This design comes from an exercise in tuning for small area and few clock cycles on the open sky130 flow, not from production work. Function was checked by simulation only, so behaviour that the tests miss may differ from the original. No activity file was given, so power comes from the tool's default toggle rates.

--- config.mk ---
export PLATFORM = sky130hd
export DESIGN_NAME = icsp_stream
export DESIGN_NICKNAME = icsp_stream
export VERILOG_FILES = /design/flow/design.v
export SDC_FILE = /design/flow/constraint.sdc
export NUM_CORES = 4
export LEC_CHECK = 0
export CAP_MARGIN = 20
export CORE_MARGIN = 2
export CORE_UTILIZATION = 40
export SLEW_MARGIN = 20
--- constraint.sdc ---
create_clock -name core_clock -period 6.0 [get_ports {clk}]
set_input_delay 1.2000 -clock core_clock [delete_from_list [all_inputs] [get_ports {clk}]]
set_output_delay 1.2000 -clock core_clock [all_outputs]
set_load 0.01 [all_outputs]
--- design.v ---
module icsp_stream (
    input  wire        clk,
    input  wire        rst,
    input  wire        op_valid,
    output wire        op_ready,
    input  wire [2:0]  op_code,
    input  wire [21:0] op_arg,
    output wire        o_valid,
    input  wire        o_ready,
    output reg  [7:0]  o_data,
    input  wire        s_valid,
    input  wire [7:0]  s_data,
    output reg         w_valid,
    output reg  [15:0] w_data
);
    localparam [2:0] OP_OPEN      = 3'd0;   
    localparam [2:0] OP_LOADADDR  = 3'd1;   
    localparam [2:0] OP_READ      = 3'd2;   
    localparam [2:0] OP_WRITEWORD = 3'd3;   
    localparam [2:0] OP_WRITEBYTE = 3'd4;   
    localparam [2:0] OP_ERASE     = 3'd5;   
    localparam [2:0] OP_CLOSE     = 3'd6;   
    localparam [2:0] OP_COMMAND   = 3'd7;   
    localparam [7:0] A_SET_LO    = 8'h80;
    localparam [7:0] A_READ_LO   = 8'h81;
    localparam [7:0] A_SET_DIV   = 8'h86;
    localparam [7:0] A_WAIT_S    = 8'h8E;
    localparam [7:0] A_WAIT_L    = 8'h8F;
    localparam [7:0] PIN_CLK     = 8'h10;
    localparam [7:0] PIN_DAT     = 8'h20;
    localparam [7:0] ICSP_BASE   = 8'h00;
    localparam [7:0] ICSP_DIR    = 8'h38;
    localparam [7:0] READ_DIR    = ICSP_DIR & ~PIN_DAT;
    localparam [7:0] IDLE_VAL    = 8'h08;
    localparam [7:0] IDLE_DIR    = 8'h38;
    localparam [7:0] CLOSE_VAL   = 8'h08;
    localparam [7:0] C_LOAD_PC    = 8'h80;
    localparam [7:0] C_READ_INC   = 8'hFE;
    localparam [7:0] C_PROG_INC   = 8'hE0;
    localparam [7:0] C_PROG_BYTE  = 8'hE0;
    localparam [7:0] C_INC_ADDR   = 8'hF8;
    localparam [7:0] C_BULK_ERASE = 8'h18;
    localparam [31:0] KEY = 32'h4D434850;    
    localparam [15:0] DIV_ICSP   = 16'd14;
    localparam [15:0] WL_IDLE    = 16'd500;      
    localparam [15:0] WL_HOLD    = 16'd500;      
    localparam [15:0] WL_KEY     = 16'd500;      
    localparam [15:0] WL_PWORD   = 16'd75;       
    localparam [15:0] WL_PBYTE   = 16'd5500;     
    localparam [15:0] WL_ERASE   = 16'd10000;    
    localparam [15:0] WL_CLOSE   = 16'd500;      
    localparam [7:0]  READ_GAP   = 8'd1;         
    localparam [2:0] SK_PIN    = 3'd0;   
    localparam [2:0] SK_WAITL  = 3'd1;   
    localparam [2:0] SK_SETDIV = 3'd2;   
    localparam [2:0] SK_WAITS  = 3'd3;   
    localparam [2:0] SK_BITS   = 3'd4;   
    localparam [2:0] SK_PULSE  = 3'd5;   
    reg        busy;
    reg [2:0]  op;
    reg [21:0] arg;
    reg [3:0]  seg;         
    reg [4:0]  bitn;        
    reg [2:0]  bytn;        
    reg [5:0]  words_left;  
    assign op_ready = !busy;
    assign o_valid  = busy;
    reg [2:0]  sk;
    reg [7:0]  p0, p1;
    reg [23:0] bits;
    reg [4:0]  end_bit;
    reg        seg_last;
    wire is_sentinel = (arg[15:0] == 16'hFFFF);
    always @* begin
        sk       = SK_PIN;
        p0       = 8'h00;
        p1       = 8'h00;
        bits     = 24'h000000;
        end_bit  = 5'd23;
        seg_last = 1'b0;
        case (op)
            OP_OPEN: begin
                case (seg)
                    4'd0: begin sk = SK_SETDIV; p0 = DIV_ICSP[7:0]; p1 = DIV_ICSP[15:8]; end
                    4'd1: begin sk = SK_PIN;   p0 = IDLE_VAL;  p1 = IDLE_DIR; end
                    4'd2: begin sk = SK_WAITL; p0 = WL_IDLE[7:0]; p1 = WL_IDLE[15:8]; end
                    4'd3: begin sk = SK_PIN;   p0 = ICSP_BASE; p1 = ICSP_DIR; end
                    4'd4: begin sk = SK_WAITL; p0 = WL_HOLD[7:0]; p1 = WL_HOLD[15:8]; end
                    4'd5: begin sk = SK_BITS;  bits = {KEY[31:24], 16'h0000}; end_bit = 5'd16; end
                    4'd6: begin sk = SK_BITS;  bits = {KEY[23:16], 16'h0000}; end_bit = 5'd16; end
                    4'd7: begin sk = SK_BITS;  bits = {KEY[15:8],  16'h0000}; end_bit = 5'd16; end
                    4'd8: begin sk = SK_BITS;  bits = {KEY[7:0],   16'h0000}; end_bit = 5'd16; end
                    default: begin sk = SK_WAITL; p0 = WL_KEY[7:0]; p1 = WL_KEY[15:8]; seg_last = 1'b1; end
                endcase
            end
            OP_LOADADDR: begin
                case (seg)
                    4'd0:    begin sk = SK_BITS; bits = {C_LOAD_PC, 16'h0000}; end_bit = 5'd16; end
                    default: begin sk = SK_BITS; bits = {1'b0, arg[21:0], 1'b0}; end_bit = 5'd0; seg_last = 1'b1; end
                endcase
            end
            OP_READ: begin
                case (seg)
                    4'd0:    begin sk = SK_BITS;  bits = {C_READ_INC, 16'h0000}; end_bit = 5'd16; end
                    4'd1:    begin sk = SK_PIN;   p0 = ICSP_BASE; p1 = READ_DIR; end
                    4'd2:    begin sk = SK_WAITS; p0 = READ_GAP; end
                    4'd3:    begin sk = SK_PULSE; end_bit = 5'd0; end
                    default: begin sk = SK_PIN;   p0 = ICSP_BASE; p1 = ICSP_DIR; seg_last = 1'b1; end
                endcase
            end
            OP_WRITEWORD: begin
                if (is_sentinel) begin
                    sk = SK_BITS; bits = {C_INC_ADDR, 16'h0000}; end_bit = 5'd16; seg_last = 1'b1;
                end else begin
                    case (seg)
                        4'd0:    begin sk = SK_BITS;  bits = {C_PROG_INC, 16'h0000}; end_bit = 5'd16; end
                        4'd1:    begin sk = SK_BITS;  bits = {7'b0, arg[15:0], 1'b0}; end_bit = 5'd0; end
                        default: begin sk = SK_WAITL; p0 = WL_PWORD[7:0]; p1 = WL_PWORD[15:8]; seg_last = 1'b1; end
                    endcase
                end
            end
            OP_WRITEBYTE: begin
                case (seg)
                    4'd0:    begin sk = SK_BITS;  bits = {C_PROG_BYTE, 16'h0000}; end_bit = 5'd16; end
                    4'd1:    begin sk = SK_BITS;  bits = {15'b0, arg[7:0], 1'b0}; end_bit = 5'd0; end
                    default: begin sk = SK_WAITL; p0 = WL_PBYTE[7:0]; p1 = WL_PBYTE[15:8]; seg_last = 1'b1; end
                endcase
            end
            OP_ERASE: begin
                case (seg)
                    4'd0:    begin sk = SK_BITS;  bits = {C_BULK_ERASE, 16'h0000}; end_bit = 5'd16; end
                    4'd1:    begin sk = SK_BITS;  bits = {19'b0, arg[3:0], 1'b0}; end_bit = 5'd0; end
                    default: begin sk = SK_WAITL; p0 = WL_ERASE[7:0]; p1 = WL_ERASE[15:8]; seg_last = 1'b1; end
                endcase
            end
            OP_CLOSE: begin
                case (seg)
                    4'd0:    begin sk = SK_PIN;   p0 = CLOSE_VAL; p1 = ICSP_DIR; end
                    default: begin sk = SK_WAITL; p0 = WL_CLOSE[7:0]; p1 = WL_CLOSE[15:8]; seg_last = 1'b1; end
                endcase
            end
            default: begin  
                sk = SK_BITS; bits = {arg[7:0], 16'h0000}; end_bit = 5'd16; seg_last = 1'b1;
            end
        endcase
    end
    wire       cur_bit = bits[bitn];
    wire [7:0] wr_hi   = ICSP_BASE | PIN_CLK | (cur_bit ? PIN_DAT : 8'h00);
    wire [7:0] wr_lo   = ICSP_BASE |           (cur_bit ? PIN_DAT : 8'h00);
    reg [2:0] last_byte;    
    always @* begin
        o_data    = 8'h00;
        last_byte = 3'd2;
        case (sk)
            SK_PIN, SK_WAITL, SK_SETDIV: begin
                last_byte = 3'd2;
                case (bytn)
                    3'd0:    o_data = (sk == SK_PIN)   ? A_SET_LO :
                                      (sk == SK_WAITL) ? A_WAIT_L : A_SET_DIV;
                    3'd1:    o_data = p0;
                    default: o_data = p1;
                endcase
            end
            SK_WAITS: begin
                last_byte = 3'd1;
                o_data = (bytn == 3'd0) ? A_WAIT_S : p0;
            end
            SK_BITS: begin
                last_byte = 3'd5;
                case (bytn)
                    3'd0, 3'd3: o_data = A_SET_LO;
                    3'd1:       o_data = wr_hi;
                    3'd4:       o_data = wr_lo;
                    default:    o_data = ICSP_DIR;
                endcase
            end
            default: begin  
                last_byte = 3'd6;
                case (bytn)
                    3'd0, 3'd3: o_data = A_SET_LO;
                    3'd1:       o_data = ICSP_BASE | PIN_CLK;
                    3'd2, 3'd5: o_data = READ_DIR;
                    3'd4:       o_data = ICSP_BASE;
                    default:    o_data = A_READ_LO;
                endcase
            end
        endcase
    end
    wire unit_done = (bytn == last_byte);
    wire seg_done  = unit_done && ((sk != SK_BITS && sk != SK_PULSE) || bitn == end_bit);
    always @(posedge clk) begin
        if (rst) begin
            busy       <= 1'b0;
            op         <= 3'd0;
            arg        <= 22'd0;
            seg        <= 4'd0;
            bitn       <= 5'd23;
            bytn       <= 3'd0;
            words_left <= 6'd0;
        end else if (!busy) begin
            if (op_valid) begin
                busy       <= 1'b1;
                op         <= op_code;
                arg        <= op_arg;
                seg        <= 4'd0;
                bitn       <= 5'd23;
                bytn       <= 3'd0;
                words_left <= op_arg[5:0];
            end
        end else if (o_ready) begin
            if (!unit_done) begin
                bytn <= bytn + 3'd1;
            end else begin
                bytn <= 3'd0;
                if (!seg_done) begin
                    bitn <= bitn - 5'd1;
                end else begin
                    bitn <= 5'd23;
                    if (!seg_last) begin
                        seg <= seg + 4'd1;
                    end else if (op == OP_READ && words_left != 6'd0) begin
                        seg        <= 4'd0;
                        words_left <= words_left - 6'd1;
                    end else begin
                        busy <= 1'b0;
                    end
                end
            end
        end
    end
    reg [4:0]  s_cnt;
    reg [15:0] s_shift;
    always @(posedge clk) begin
        if (rst) begin
            s_cnt   <= 5'd0;
            s_shift <= 16'd0;
            w_valid <= 1'b0;
            w_data  <= 16'd0;
        end else begin
            w_valid <= 1'b0;
            if (s_valid) begin
                if (s_cnt >= 5'd7 && s_cnt <= 5'd22)
                    s_shift <= {s_shift[14:0], s_data[5]};
                if (s_cnt == 5'd23) begin
                    s_cnt   <= 5'd0;
                    w_valid <= 1'b1;
                    w_data  <= s_shift;
                end else begin
                    s_cnt <= s_cnt + 5'd1;
                end
            end
        end
    end
endmodule
--- run.sh ---
#!/bin/bash
# synth_recipe.tcl (not shown) runs the flow's synth.tcl, then flattens the netlist and writes it again
# the make line also repeats each setting of config.mk as NAME=value (left out here)
make -C /OpenROAD-flow-scripts/flow DESIGN_CONFIG=/design/flow/config.mk WORK_HOME=/design/flow/orfs CLKGATE_MAP_FILE= SYNTH_SCRIPT=/design/flow/synth_recipe.tcl finish
==> run summary <==
-- critical path: stages (launching register included) --
cell and delay (ns):
dfxtp_1 0.35, inv_1 0.14, ha_1 0.29, nor3b_4 0.52, o2bb2ai_2 0.22, nor3_1 0.29
nand2_1 0.13, a21oi_1 0.56, nor2_1 0.27, a2111oi_0 0.62, a21oi_1 0.11, clkdlybuf4s50_1 0.51
-- metal layers --
| layer | up-vias | GRT usage | routed length (um) | part of all wire |
|---|---|---|---|---|
| li1 | 2547 | - | - | - |
| met4 | 0 | 0.0719 | 254 | 0.017 |
| met5 | - | 0 | 0 | 0 |
| met1 | 2428 | 0.282 | 7110 | 0.48 |
| met2 | 134 | 0.325 | 6760 | 0.46 |
| met3 | 22 | 0.0429 | 723 | 0.049 |
-- final cells by class --
| type | count | area, um2 |
|---|---|---|
| Clock buffer | 9 | 225 |
| Clock inverter | 6 | 53.8 |
| Fill cell | 1342 | 6870 |
| Inverter | 25 | 93.8 |
| Multi-Input combinational cell | 536 | 3310 |
| Sequential cell | 95 | 1900 |
| Tap cell | 176 | 220 |
| Timing Repair Buffer | 64 | 618 |
-- cell usage in the layout (no fill, tap or decap), types with 9 or more instances in the layout --
cell type,Yosys,routed
o21ai_0,29,29
nor2_1,60,60
inv_1,24,24
nor3_1,16,16
dfxtp_1,95,95
clkbuf_16,0,9
a21oi_1,79,79
nand2_1,131,131
ha_1,17,17
nand3_1,14,14
mux2i_1,22,22
clkdlybuf4s50_1,0,56
-- stage by stage --
stage,hold WS (ns),instance area [um2],worst slack [ns]
final,0.458,6430,0.411
after global routing,0.477,6430,0.168
after CTS,0.461,6420,0.603
after detailed placement,0.448,6140,1.04
after global placement,0.446,6140,1.07
after floorplan,0.432,5460,2.11
-- how the worst max path moves through the flow --
stage,endpoint,start,slack [ns],cells after the start
4_1_cts,o_data[4],seg[0]$_SDFFE_PP0N_,0.60,11
3_3_place_gp,o_data[7],seg[0]$_SDFFE_PP0N_,1.07,13
6_report,o_data[4],seg[0]$_SDFFE_PP0N_,0.41,11
3_5_place_dp,o_data[7],seg[0]$_SDFFE_PP0N_,1.04,13
5_1_grt,o_data[4],seg[0]$_SDFFE_PP0N_,0.17,11
2_1_floorplan,o_data[7],seg[0]$_SDFFE_PP0N_,2.11,12
-- kinds of logic (layout without fill, tap and decap cells) --
logic type | count (synthesis) | in the layout
compound gates | 201 | 201
xor+xnor | 8 | 8
fa+ha+maj | 17 | 17
buf+inv | 66 | 104
flops | 95 | 95
mux | 28 | 28
simple gates | 282 | 282
-- power groups by stage --
stage          Clock [uW]  Combinational [uW]  Sequential (uW)
6_report              563                 269              681
5_1_grt               602                 296              685
4_1_cts               574                 268              680
3_5_place_dp            0                 266              695
3_3_place_gp            0                 262              694
2_1_floorplan           0                 190              676
-- cells in the mapped netlist (all sizes together) (4+ instances only) --
cell type	instances
nor3	16
nand2b	7
a21oi	83
nand3	14
buf	10
nor2	61
nor2b	8
nand3b	4
clkbuf	31
and3	5
nand2	132
o21ai	31
mux2i	22
a22o	4
a31oi	9
o311ai	4
o22ai	7
nor4	4
a211oi	8
a21o	7
nand4	7
or2	5
o211ai	4
ha	17
xnor2	5
dfxtp	95
a31o	5
inv	24
or3	4
nor3b	5
and2	5
==> results by group <==
Cells and area
  – Final core occ: 0.483
  – Cell Count, Final, Fillers Out: slightly above 900
  – Number of inserted diodes: 0
  – Layout cells sized above 1: 0.0844
  – Final net count: roughly 790
  – Area grow syn2layout: 17.8%

Flow run
  – Max_cap viols: 0

STA
  – Final Skew: 0.00844 ns
  – Slew Limit Fails: 0
  – F_max: about 180 MHz
  – Final Critical Period: around 5.6 ns
  – RSZ-0062 raised after global routing: no
  – Final Hold Viols: 0
  – Actual slew at the worst max-slew pin: 1.06 ns
  – Max_slew headroom: 0.294
  – Final setup vio count: 0
  – Setup TNS: 0 ns
  – Period utilisation layout: 0.932

Logic synthesis
  – Number of synthesized flops with an enable pin: 0
  – Yosys top cell area share: 0.348
  – Part of the Yosys area used for sequential elements: 0.348
  – Synth area leader: dfxtp_1
  – Adder-Cell Fraction of Synth Area: 0.0390
  – Cell Area, Synth: around 0.0055 mm2
  – Ys async rst share: 0
  – Synth warn: 1
  – Main combinational cell family by area after synthesis: compound AO/OA/AOI/OAI gates
  – Post-synthesis compound-gate area fraction: 0.254
  – Cell variety after synth: 80
  – Post-Synth Simple-Gate Area: 0.239
  – Synth area leaders: dfxtp_1, nand2_1, a21oi_1
  – Syn Inst Count: 697
  – Post-synthesis mux area share: 0.0589
  – Syn_area_per_cell: approximately 7.8 um2
  – Seq cells post-synth: 95
  – Post-Syn Nets: 752
  – Xor and xnor area share after synthesis: 0.0128
  – Ys flop type: dfxtp_1

Pwr
  – P per Cell Area: roughly 240 mW/mm2
  – Net Sw Frac: 0.303
  – NetSw: ~460 uW
  – Clock power share: 0.372
  – Cell-internal power: between 1000 and 1500 uW
  – P_leak: roughly 0.0024 uW
  – Peak supply drop: 0.000120 V
  – Combinational share of power: 0.178
  – Total power: 1510 uW
  – Sequential share of power: 0.450

Worst setup path
  – R2R setup slack: 1.38 ns
  – R2R depth: 16
  – Crit. End Element: output port
  – CP required: around 4.8 ns
  – Setup crit start kind: register
  – Maximum net fanout on the critical path: 10
  – Worst R2R Start: seg[0]$_SDFFE_PP0N_
  – Arr. time, crit path: ~4.4 ns
  – CP Class: reg2out

Floorplanning
  – Starting Density: 0.411
  – Die W: 121 um
  – Core Rows: 42
  – Die area: approximately 0.015 mm2
  – Core area: 0.0133 mm2
  – Die Ht: between 100 and 150 um
  – IO Count: 65

Clock tree
  – Hold-fix buffers, CTS: 0
  – Reg clk slew, reported paths: 0.07 ns
  – Worst skew pair latency: 0.36 ns
  – Clock Path Buffers: 2
  – Clock buffer count from CTS: 9
  – Sink Count: between 90 and 100
  – CTS tree: done
  – Postcts setup bufs: 0
  – PostCTS Resize Cnt: 0
  – H-tree depth: 3
  – CTS root buffer: clkbuf_16

GRT
  – Gr usage total: 0.207
  – Overflow after GRT: 0
  – Global-route wire length before repair: ~24000 um
  – Vias in the first global route: 4848
  – Initial antenna violation count: 0
  – Largest net degree at the start of global routing: between 50 and 60

Drt
  – Drt initial violations: 420
  – DRC: 0
  – First-pass DRT Iterations: 5
  – Wire length per cell: between 15 and 20 um
  – Drt via density: 5.63
  – Via count: 5131
  – DRT Wirelength: ~15000 um
  – ANT nets after route: 0

Placement
  – Post-detail-place hpwl: roughly 11000 um
  – Routability cong.: 0.888
  – # placed instances: 896
  – IO Port Bufs: 57

Status
  – Status: no timing/DRC/antenna violations

Min path
  – Hold Path Depth: 2
  – Critical hold path startpoint: w_data[4]$_SDFFE_PP0P_
  – Hold Path End: w_data[4]$_SDFFE_PP0P_
  – Hold Path Class: reg2reg
Testbench counts, summed over its fixed seeds: cycles 453,113.

==> afterwards: timing with drivers on the ports <==
How much do the figures lean on ideal ports? The routed layout below was timed once more, with nothing changed but the port constraints.
Step 1 assumes that a clkbuf_16 drives the clock port and a buf_2 every other input.
Step 2 moves the port delays by t, midway between the first and last clock arrival at a register: inputs arrive t later, outputs are due t later. That takes back most of the time a late clock gives input paths.
Three values: no drivers, after step 1, after step 2; two values: the first two.
shift t [ns]: 0.396
slack for setup (ns): 0.411 / 0.368 / 0.764
worst register clock-pin slew, ns: 0.07 / 0.07
worst slew at a driven data input, ns: 0.04
pins driven straight from the clock port: 1
After both steps setup and hold are still met in this run. The setup slack of this run moves by -0.043 ns with the drivers and by +0.353 ns with both steps.
